Source: an optimization exercise on an open RTL-to-GDS flow (aim: small area, a short achievable clock period and few clock cycles). Production flows keep margins and buffers that such runs may drop.
Only simulation tests tie the RTL to the original design; equivalence was not proved.
No activity file was given, so power comes from the tool's default toggle rates.

==> cedar: inputs <==
Design bfs, start of the top module:
module bfs (
    input             clk,
    input             rst,
    input             cmd_valid,
    output            cmd_ready,
    input      [31:0] cmd_data,
    output reg        out_valid,
    input             out_ready,
    output reg  [3:0] out_tag,
    output reg        out_last,
    output reg [31:0] out_data
);
Settings: LEC_CHECK=0, CAP_MARGIN=20, CORE_MARGIN=2, CORE_UTILIZATION=55, PLACE_DENSITY=0.65, SETUP_SLACK_MARGIN=5, SLEW_MARGIN=20; clock period 10.0 ns.
run.sh (not shown) runs the stock make flow with config.mk's settings and CLKGATE_MAP_FILE= SYNTH_SCRIPT=/design/flow/synth_recipe.tcl, a recipe that flattens the netlist after the stock synthesis.
==> quartz (differences from cedar) <==
--- a/flow/design.v
+++ b/flow/design.v
@@ -29,16 +29,18 @@
     localparam integer S_STK  = 5;    
     localparam integer S_FB0  = 6;    
     localparam integer S_FBR  = 7;    
     localparam integer S_FBW  = 8;    
     localparam integer S_COLL = 9;    
     localparam integer S_RD2  = 10;   
     localparam integer S_POP2 = 11;   
-    localparam integer NS     = 12;
-    localparam integer QW = 3;        
+    localparam integer S_RD1  = 12;   
+    localparam integer S_FB1  = 13;   
+    localparam integer NS     = 14;
+    localparam integer QW = 4;        
     localparam integer QN = 1 << QW;
     function in_wl;
         input [7:0] b;
         in_wl = (b == 8'h00) || (b == 8'h3F) || (b == 8'h50) ||
                 (b == 8'h68) || (b == 8'h80) || (b == 8'hBF);
     endfunction
     function [2:0] wl_idx;
@@ -165,37 +167,39 @@
             f_nz3  <= iw[31:24] != 8'd0;
             f_x4   <= iw[7:0] ^ iw[15:8] ^ iw[23:16] ^ iw[31:24];
         end
     end
     reg        e_v;
     reg [3:0]  e_tag;
     reg        e_last;
-    reg [23:0] e_data;
+    reg [22:0] e_data;
     reg [3:0]  q_tag  [0:QN-1];
     reg        q_last [0:QN-1];
-    reg [23:0] q_data [0:QN-1];
+    reg [22:0] q_data [0:QN-1];
     reg [QW:0] q_wp, q_rp;                
     wire       q_empty = (q_wp == q_rp);
     reg        room;                      
     wire       pop;
     wire [3:0]  h_tag  = q_tag[q_rp[QW-1:0]];
     wire        h_last = q_last[q_rp[QW-1:0]];
-    wire [23:0] h_data = q_data[q_rp[QW-1:0]];
+    wire [22:0] h_data = q_data[q_rp[QW-1:0]];
     wire [QW:0] q_cnt  = q_wp - q_rp;
     wire        h_pkt  = (h_tag == T_PACKET) && !h_last;
     wire        h_tx   = (h_tag == T_TX);
     wire        h_hist = (h_tag == T_HIST) && !h_last;
     localparam [3:0] O_NONE = 4'd0, O_PKT = 4'd1, O_TXL = 4'd2, O_TXD = 4'd3,
                      O_TXB = 4'd4, O_TXC = 4'd5, O_HRD = 4'd6, O_HIST = 4'd7,
-                     O_HRD2 = 4'd8;
+                     O_HRD2 = 4'd8, O_HRD1 = 4'd9;
     reg [3:0]  o_st;
     reg [6:0]  o_idx;         
     reg [6:0]  o_nx;          
+    reg [15:0] onx_oh;        
     reg [7:0]  ppf;           
     reg [7:0]  cnx;           
+    reg [15:0] cnx_oh;        
     reg [7:0]  cpf;           
     reg [7:0]  o_rem;         
     reg        ill_busy;      
     reg [31:0] ill_w;
     reg        tx_busy;       
     reg        pb_d;          
     reg        hist_busy;     
@@ -216,14 +220,17 @@
     reg        ab_pend;       
     reg [6:0]  ab_n;
     reg [2:0]  SRC, DST;      
     reg [7:0]  LEN, acc;
     reg        CLEAN;
     reg [7:0]  HW;
     reg [7:0]  ra;            
+    reg [15:0] ra_oh;         
+    reg [7:0]  rd_a;          
+    reg [7:0]  hs_r;          
     reg [7:0]  pf;            
     reg [7:0]  cnt;           
     reg [8:0]  D;             
     reg        rd_rw;         
     reg [7:0]  sp, spm1;      
     reg        sp_nz;
     reg        ev2_pend;      
@@ -300,19 +307,19 @@
         ({4{k_cod}}  & t_cod) |
         ({4{k_dbn}}  & T_CODE) |
         ({4{k_coll}} & t_coll);
     wire ev_last = !((k_good && LEN != 8'd2) ||
                      (k_hrd && !f_hov && !f_hz) ||
                      (k_cod && f_enc && !f_alt2) ||
                      (k_coll && !coll_bad && c_enc));
-    wire [23:0] ev_data =
+    wire [23:0] ev_data_w =
         ({24{k_ev2 && !ev2_hist}}     & {16'd0, ev2_x}) |
         ({24{k_rej0}}                 & {16'd0, x}) |
         ({24{k_rejh}}                 & {14'd0, P[2], P[1], x}) |
-        ({24{k_rejc}}                 & {LEN, acc, x}) |
+        ({24{k_rejc}}                 & {1'b0, LEN[6:0], acc, x}) |
         ({24{k_good}}                 & {11'd0, SRC, DST, LEN[6:0] - 7'd2}) |
         ({24{k_hrd && f_hov}}         & {8'd0, d_w[15:0]}) |
         ({24{k_hrd && !f_hov}}        & {8'd0, hs, d_w[7:0]}) |
         ({24{k_cod && !f_enc}}        & {16'd0, cs0}) |
         ({24{k_cod && f_enc}}         & {16'd0, d_w[23:16]}) |
         ({24{k_dbn}}                  & {8'd0, d_w[15:0]}) |
         ({24{k_coll && !coll_bad}}    & {16'd0, c_fin});
@@ -320,15 +327,15 @@
     wire [8:0] ct9 = {1'b0, cn} + 9'd3;
     wire [6:0] ct  = ct9[8:2];
     always @(posedge clk) begin
         e_v <= ev;
         if (ev) begin
             e_tag  <= ev_tag;
             e_last <= ev_last;
-            e_data <= ev_data;
+            e_data <= ev_data_w[22:0];
         end
         if (rst_r) begin
             st       <= {{(NS-1){1'b0}}, 1'b1};
             P        <= 4'b0001;
             CLEAN    <= 1'b0;
             HW       <= 8'd0;
             DBV      <= 1'b0;
@@ -425,32 +432,30 @@
                     end else begin
                         DBV <= f_ds0 || f_ds1;
                         if (f_ds0 || f_ds1) DBC1 <= f_ds1;
                     end
                 end
             end
             if (st[S_RD0] && !hist_busy) begin
-                ra  <= rd_rw ? sub255(ra, {1'b0, LEN} + 9'd1) : sub255(HW, {1'b0, LEN});
+                rd_a <= rd_rw ? sub255(ra, {1'b0, LEN} + 9'd1) : sub255(HW, {1'b0, LEN});
                 cnt <= rd_rw ? cnt + LEN : LEN;
                 D   <= rd_rw ? D + {1'b0, LEN} : {1'b0, LEN};
-                st  <= (1 << S_RD);
+                st  <= (1 << S_RD1);
             end
-            if (st[S_RD]) begin
-                ra <= ra_inc;
+            if (st[S_RD1])
+                st <= (1 << S_RD);
+            if (st[S_RD])
                 st <= (1 << S_RD2);
-            end
             if (st[S_RD2]) begin
                 pf <= hbq;
-                ra <= ra_inc;
                 st <= (1 << S_SEG);
             end
             if (seg_go) begin
                 pf  <= hq_v ? hq : hbq;
                 cnt <= cnt - 8'd1;
-                if (!rej_ck) ra <= ra_inc;
                 if (rej_ck) begin
                     if (cnt_is1) begin
                         rd_rw <= 1'b0;
                         st    <= (1 << S_RD0);
                     end else if (dplus_ok) begin
                         rd_rw <= 1'b1;
                         st    <= (1 << S_RD0);
@@ -475,24 +480,26 @@
                     rd_rw <= 1'b0;
                     st    <= (1 << S_RD0);
                 end else begin
                     st <= sp_nz ? (1 << S_POP) : (1 << S_IDLE);
                 end
             end
             if (st[S_FB0]) begin
-                ra <= addm2(ra, cnt);
+                rd_a <= addm2(ra, cnt);
+                st <= (1 << S_FB1);
+            end
+            if (st[S_FB1]) begin
                 st <= (1 << S_FBR);
             end
             if (st[S_FBR])
                 st <= (1 << S_FBW);
             if (st[S_FBW] && !tx_busy) begin
                 sp     <= sp + 8'd1;
                 spm1   <= sp;
                 sp_nz  <= 1'b1;
-                ra     <= (ra == 8'd0) ? 8'd254 : ra - 8'd1;
                 cnt    <= cnt - 8'd1;
                 if (cnt_is1) begin
                     rd_rw <= 1'b0;
                     st    <= (1 << S_RD0);
                 end else begin
                     st <= (1 << S_FBR);
                 end
@@ -502,17 +509,25 @@
                 c_k    <= c_k + 6'd1;
                 c_left <= c_left - 6'd1;
                 c_last <= (c_left == 6'd1);
                 if (c_last) st <= (1 << S_IDLE);
             end
         end
         if (pop && h_hist)
-            ra <= h_data[15:8];
-        if (o_st == O_HRD || o_st == O_HRD2 || (adv && o_st == O_HIST))
-            ra <= ra_inc;
+            hs_r <= h_data[15:8];
+    end
+    wire       e_ok = !rst_r && eg;
+    wire [7:0] ra_n = (e_ok && (st[S_RD1] || st[S_FB1])) ? rd_a :
+                      (e_ok && st[S_FBW] && !tx_busy) ? ((ra == 8'd0) ? 8'd254 : ra - 8'd1) :
+                      (o_st == O_HRD) ? hs_r :
+                      ((e_ok && (st[S_RD] || st[S_RD2])) || (seg_go && !rej_ck) ||
+                       o_st == O_HRD1 || o_st == O_HRD2 || (adv && o_st == O_HIST)) ? ra_inc : ra;
+    always @(posedge clk) begin
+        ra    <= ra_n;
+        ra_oh <= 16'd1 << ra_n[3:0];
     end
     wire hb_we   = consume || (cmd_go && f_happ);
     wire pay_we  = consume && is_pay;
     wire cb_push = st[S_FBW] && !tx_busy && eg;
     wire cb_coll = coll_go && c_enc;
     wire stk_pop = st[S_POP2] && eg && !rst_r;
     reg        hb_we_r, pay_we_r;
@@ -580,27 +595,61 @@
         end else begin
             if (e_v) q_wp <= q_wp + 1'b1;
             if (pop) q_rp <= q_rp + 1'b1;
             room <= ({1'b0, q_cnt} + e_v) <= QN - 2;
         end
     end
     reg [7:0] hg [0:15];      
+    function [7:0] hb_grp;
+        input [3:0] k;
+        integer j;
+        begin
+            hb_grp = 8'd0;
+            for (j = 0; j < 16; j = j + 1)
+                if (!(k == 4'd15 && j == 15))
+                    hb_grp = hb_grp | ({8{ra_oh[j]}} & HB[{k, j[3:0]}]);
+        end
+    endfunction
     reg [3:0] rh;
     reg [7:0] cg [0:15];      
+    function [7:0] cb_grp;
+        input [1:0] l;
+        input [1:0] g;
+        integer j;
+        begin
+            cb_grp = 8'd0;
+            for (j = 0; j < 16; j = j + 1)
+                if (l == 2'd0)
+                    cb_grp = cb_grp | ({8{cnx_oh[j]}} & CB0[{g, j[3:0]}]);
+                else if (!(g == 2'd3 && j == 15))
+                    cb_grp = cb_grp | ({8{cnx_oh[j]}} &
+                             ((l == 2'd1) ? CB1[{g, j[3:0]}] :
+                              (l == 2'd2) ? CB2[{g, j[3:0]}] : CB3[{g, j[3:0]}]));
+        end
+    endfunction
+    wire [7:0] cnx_n = rst_r ? cnx :
+                       (pop && h_tx) ? 8'd0 :
+                       ((adv && o_st == O_TXB) || ts != 2'd0) ? cnx + 8'd1 :
+                       stk_pop ? spm1 - 8'd1 :
+                       cb_push ? sp : cnx;
+    always @(posedge clk) begin
+        cnx    <= cnx_n;
+        cnx_oh <= 16'd1 << cnx_n[5:2];
+    end
     reg [7:0] cnd;
     integer gi;
     always @(posedge clk) begin
         for (gi = 0; gi < 16; gi = gi + 1) begin
-            hg[gi] <= (gi == 15 && ra[3:0] == 4'd15) ? 8'd0 : HB[{gi[3:0], ra[3:0]}];
+            hg[gi] <= hb_grp(gi[3:0]);
         end
         for (gi = 0; gi < 4; gi = gi + 1) begin
-            cg[gi]      <= CB0[{gi[1:0], cnx[5:2]}];
-            cg[4 + gi]  <= (gi == 3 && cnx[5:2] == 4'd15) ? 8'd0 : CB1[{gi[1:0], cnx[5:2]}];
-            cg[8 + gi]  <= (gi == 3 && cnx[5:2] == 4'd15) ? 8'd0 : CB2[{gi[1:0], cnx[5:2]}];
-            cg[12 + gi] <= (gi == 3 && cnx[5:2] == 4'd15) ? 8'd0 : CB3[{gi[1:0], cnx[5:2]}];
+            cg[gi]      <= cb_grp(2'd0, gi[1:0]);
+            cg[4 + gi]  <= cb_grp(2'd1, gi[1:0]);
+            cg[8 + gi]  <= cb_grp(2'd2, gi[1:0]);
+            cg[12 + gi] <= cb_grp(2'd3, gi[1:0]);
         end
         rh  <= ra[7:4];
         cnd <= cnx;
     end
     assign hbq = hg[rh];
     assign cbq = cg[{cnd[1:0], cnd[7:6]}];
     wire hs_take  = seg_go || (adv && o_st == O_HIST);
@@ -627,23 +676,33 @@
         else if (ts == 2'd0 && tx_on && !cq_v) begin
             cq   <= cbq;
             cq_v <= 1'b1;
         end
     end
     assign pop = adv && (o_st == O_NONE) && !q_empty;
     wire pay_beat = adv && (o_st == O_PKT);
+    function [7:0] pay_grp;
+        input [2:0] g;
+        integer j;
+        begin
+            pay_grp = 8'd0;
+            for (j = 0; j < 16; j = j + 1)
+                pay_grp = pay_grp | ({8{onx_oh[j]}} & PAY[{g, j[3:0]}]);
+        end
+    endfunction
     always @(posedge clk) begin
         if (rst_r) begin
             o_idx <= 7'd0;
             o_nx  <= 7'd1;
         end else if (pay_beat) begin
             o_idx <= o_nx;
             o_nx  <= o_nx + 7'd1;
         end
-        ppf <= (pay_beat && !(pay_we_r && pay_wa_r == o_nx)) ? PAY[o_nx] :
+        onx_oh <= rst_r ? 16'd2 : pay_beat ? (16'd1 << (o_nx[3:0] + 4'd1)) : (16'd1 << o_nx[3:0]);
+        ppf <= (pay_beat && !(pay_we_r && pay_wa_r == o_nx)) ? pay_grp(o_nx[6:4]) :
                (pay_beat || (pay_we_r && pay_wa_r == o_idx)) ? pay_wd_r : ppf;
     end
     always @(posedge clk) begin
         if (rst_r) begin
             out_valid <= 1'b0;
             o_st      <= O_NONE;
             tx_busy   <= 1'b0;
@@ -652,33 +711,29 @@
             rd_d      <= 1'b0;
             pb_d      <= 1'b0;
         end else begin
             pb_d <= pay_beat;
             rd_d <= (o_st == O_HRD2) || (adv && o_st == O_HIST);
             if (hist_set) hist_busy <= 1'b1;
             if (ev && ev_tag == T_TX) tx_busy <= 1'b1;
-            if (ev && ev_tag == T_ILLEGAL) begin
+            if (ev && ev_tag == T_ILLEGAL)
                 ill_busy <= 1'b1;
-                ill_w    <= d_w;
-            end
+            if (!ill_busy)
+                ill_w <= d_w;
             if (pop && h_tag == T_ILLEGAL) ill_busy <= 1'b0;
-            if (cb_push) cnx <= sp;
-            if (stk_pop) cnx <= spm1 - 8'd1;
             if (o_st == O_HRD)
+                o_st <= O_HRD1;
+            if (o_st == O_HRD1)
                 o_st <= O_HRD2;
             if (o_st == O_HRD2) begin
                 hpf  <= hbq;
                 o_st <= O_HIST;
             end
-            if (ts == 2'd2)
-                cnx <= cnx + 8'd1;
-            if (ts == 2'd1) begin
+            if (ts == 2'd1)
                 cpf <= cbq;
-                cnx <= cnx + 8'd1;
-            end
             if (adv) begin
                 case (o_st)
                 O_NONE: begin
                     out_valid <= !q_empty;
                     out_tag   <= h_tag;
                     out_last  <= h_last;
                     if (h_tag == T_ILLEGAL)
@@ -687,18 +742,17 @@
                         out_data <= {24'd0, c_s};
                     else if (h_tag == T_HIST)
                         out_data <= {24'd0, h_data[7:0]};
                     else if (h_tag == T_PACKET)
                         out_data <= {8'd0, wl_val(h_data[12:10]), wl_val(h_data[9:7]),
                                      1'b0, h_data[6:0]};
                     else
-                        out_data <= {8'd0, h_data};
+                        out_data <= {9'd0, h_data};
                     o_rem <= h_tx ? c_l - 8'd2 :
                              (h_tag == T_HIST) ? h_data[7:0] : {1'b0, h_data[6:0]};
-                    if (pop && h_tx) cnx <= 8'd0;
                     if (!q_empty) begin
                         if (h_pkt)  o_st <= O_PKT;
                         if (h_tx)   o_st <= O_TXL;
                         if (h_hist) o_st <= O_HRD;
                     end
                 end
                 O_PKT: begin
@@ -725,27 +779,26 @@
                 end
                 O_TXB: begin
                     out_valid <= 1'b1;
                     out_tag   <= T_TX;
                     out_data  <= {24'd0, cpf};
                     out_last  <= 1'b0;
                     cpf       <= cq_v ? cq : cbq;
-                    cnx       <= cnx + 8'd1;
                     o_rem     <= o_rem - 8'd1;
                     if (o_rem == 8'd1) o_st <= O_TXC;
                 end
                 O_TXC: begin
                     out_valid <= 1'b1;
                     out_tag   <= T_TX;
                     out_data  <= {24'd0, c_acc};
                     out_last  <= 1'b1;
                     o_st      <= O_NONE;
                     tx_busy   <= 1'b0;
                 end
-                O_HRD, O_HRD2: begin
+                O_HRD, O_HRD1, O_HRD2: begin
                     out_valid <= 1'b0;
                 end
                 default: begin   
                     out_valid <= 1'b1;
                     out_tag   <= T_HIST;
                     out_data  <= {24'd0, hpf};
                     out_last  <= (o_rem == 8'd1);
--- a/flow/config.mk
+++ b/flow/config.mk
@@ -4,10 +4,12 @@
 export VERILOG_FILES = /design/flow/design.v
 export SDC_FILE = /design/flow/constraint.sdc
 export NUM_CORES = 4
 export LEC_CHECK = 0
 export CAP_MARGIN = 20
 export CORE_MARGIN = 2
 export CORE_UTILIZATION = 55
+export CTS_CLUSTER_DIAMETER = 90
+export CTS_CLUSTER_SIZE = 20
 export PLACE_DENSITY = 0.65
 export SETUP_SLACK_MARGIN = 5
 export SLEW_MARGIN = 20
==> flow_results.xml <==
<?xml version="1.0" encoding="UTF-8"?>
<metrics>
  <group name="yosys">
    <metric name="synth_top_cell_area_share" unit="">0.7072</metric>
  </group>
  <group name="final_layout">
    <metric name="final.signal_buffer_count" unit="">283</metric>
    <metric name="most-common-layout-cells" unit="">sky130_fd_sc_hd__edfxtp_1 (5,688), sky130_fd_sc_hd__mux4_2 (1,637), sky130_fd_sc_hd__nor2_1 (970), sky130_fd_sc_hd__clkbuf_16 (637), sky130_fd_sc_hd__nand2_1 (519)</metric>
  </group>
  <group name="grt">
    <metric name="met1_usage" unit="">0.3808</metric>
  </group>
  <group name="power_and_ir_drop">
    <metric name="worst_ir_drop_vdd" unit="mV">0.1674</metric>
    <metric name="comb-power" unit="mW">4.74</metric>
  </group>
  <group name="outcome">
    <metric name="status" unit="">no timing/DRC/antenna violations</metric>
  </group>
  <group name="critical_path">
    <metric name="timing.critical_path.depth" unit="">6</metric>
    <metric name="peak_per_stage_delay_on_the_critical_path" unit="ns">0.83</metric>
  </group>
</metrics>
# the run above: cedar

==> flow_results.xml <==
<?xml version="1.0" encoding="UTF-8"?>
<metrics>
  <group name="floorplan">
    <metric name="row_count" unit="">243</metric>
    <metric name="top_level_ports" unit="">75</metric>
    <metric name="die_height" unit="um">667.9</metric>
  </group>
  <group name="grt">
    <metric name="met1_usage" unit="">0.4339</metric>
  </group>
  <group name="power_and_ir_drop">
    <metric name="worst_ir_drop_vdd" unit="mV">0.1781</metric>
    <metric name="comb-power" unit="mW">6.28</metric>
  </group>
  <group name="final_layout">
    <metric name="num-fill-cells" unit="">31955</metric>
    <metric name="final.signal_buffer_count" unit="">279</metric>
  </group>
  <group name="yosys">
    <metric name="synth_top_cell_area_share" unit="">0.7322</metric>
  </group>
  <group name="critical_path">
    <metric name="timing.critical_path.depth" unit="">4</metric>
    <metric name="peak_per_stage_delay_on_the_critical_path" unit="ns">1.16</metric>
  </group>
  <group name="outcome">
    <metric name="status" unit="">no timing/DRC/antenna violations</metric>
  </group>
</metrics>
# the run above: quartz

Testbench counts of cedar, summed over its fixed seeds: cycles 153,450.
Testbench counts of quartz, summed over its fixed seeds: cycles 148,093.

-- afterwards: timing with drivers on the ports --
How much do the figures lean on ideal ports? The routed layouts below were timed once more, with nothing changed but the port constraints. Step 1 (the two cells are an assumption about what drives the block):
set clk [get_ports {clk}]
set_driving_cell -lib_cell sky130_fd_sc_hd__clkbuf_16 $clk
set_driving_cell -lib_cell sky130_fd_sc_hd__buf_2 [delete_from_list [all_inputs] $clk]
Step 2 adds t to the input delays and takes it off the output delays; t is the mean of the earliest and latest rising clock arrival at the registers after step 1. Input paths then give back, and output paths get back, about the clock's delay inside the block. Three values: no drivers, after step 1, after step 2; two values: the first two.
run | t, ns | slack for setup (ns) | worst register clock-pin slew, ns
cedar | 1.151 | 5.193 / 5.193 / 4.479 | 0.07 / 0.07
quartz | 1.118 | 5.392 / 5.467 / 4.356 | 0.09 / 0.09
After both steps setup and hold are still met in every run listed. The setup slack of quartz, which loses most, moves by +0.075 ns with the drivers and by -1.036 ns with both steps.
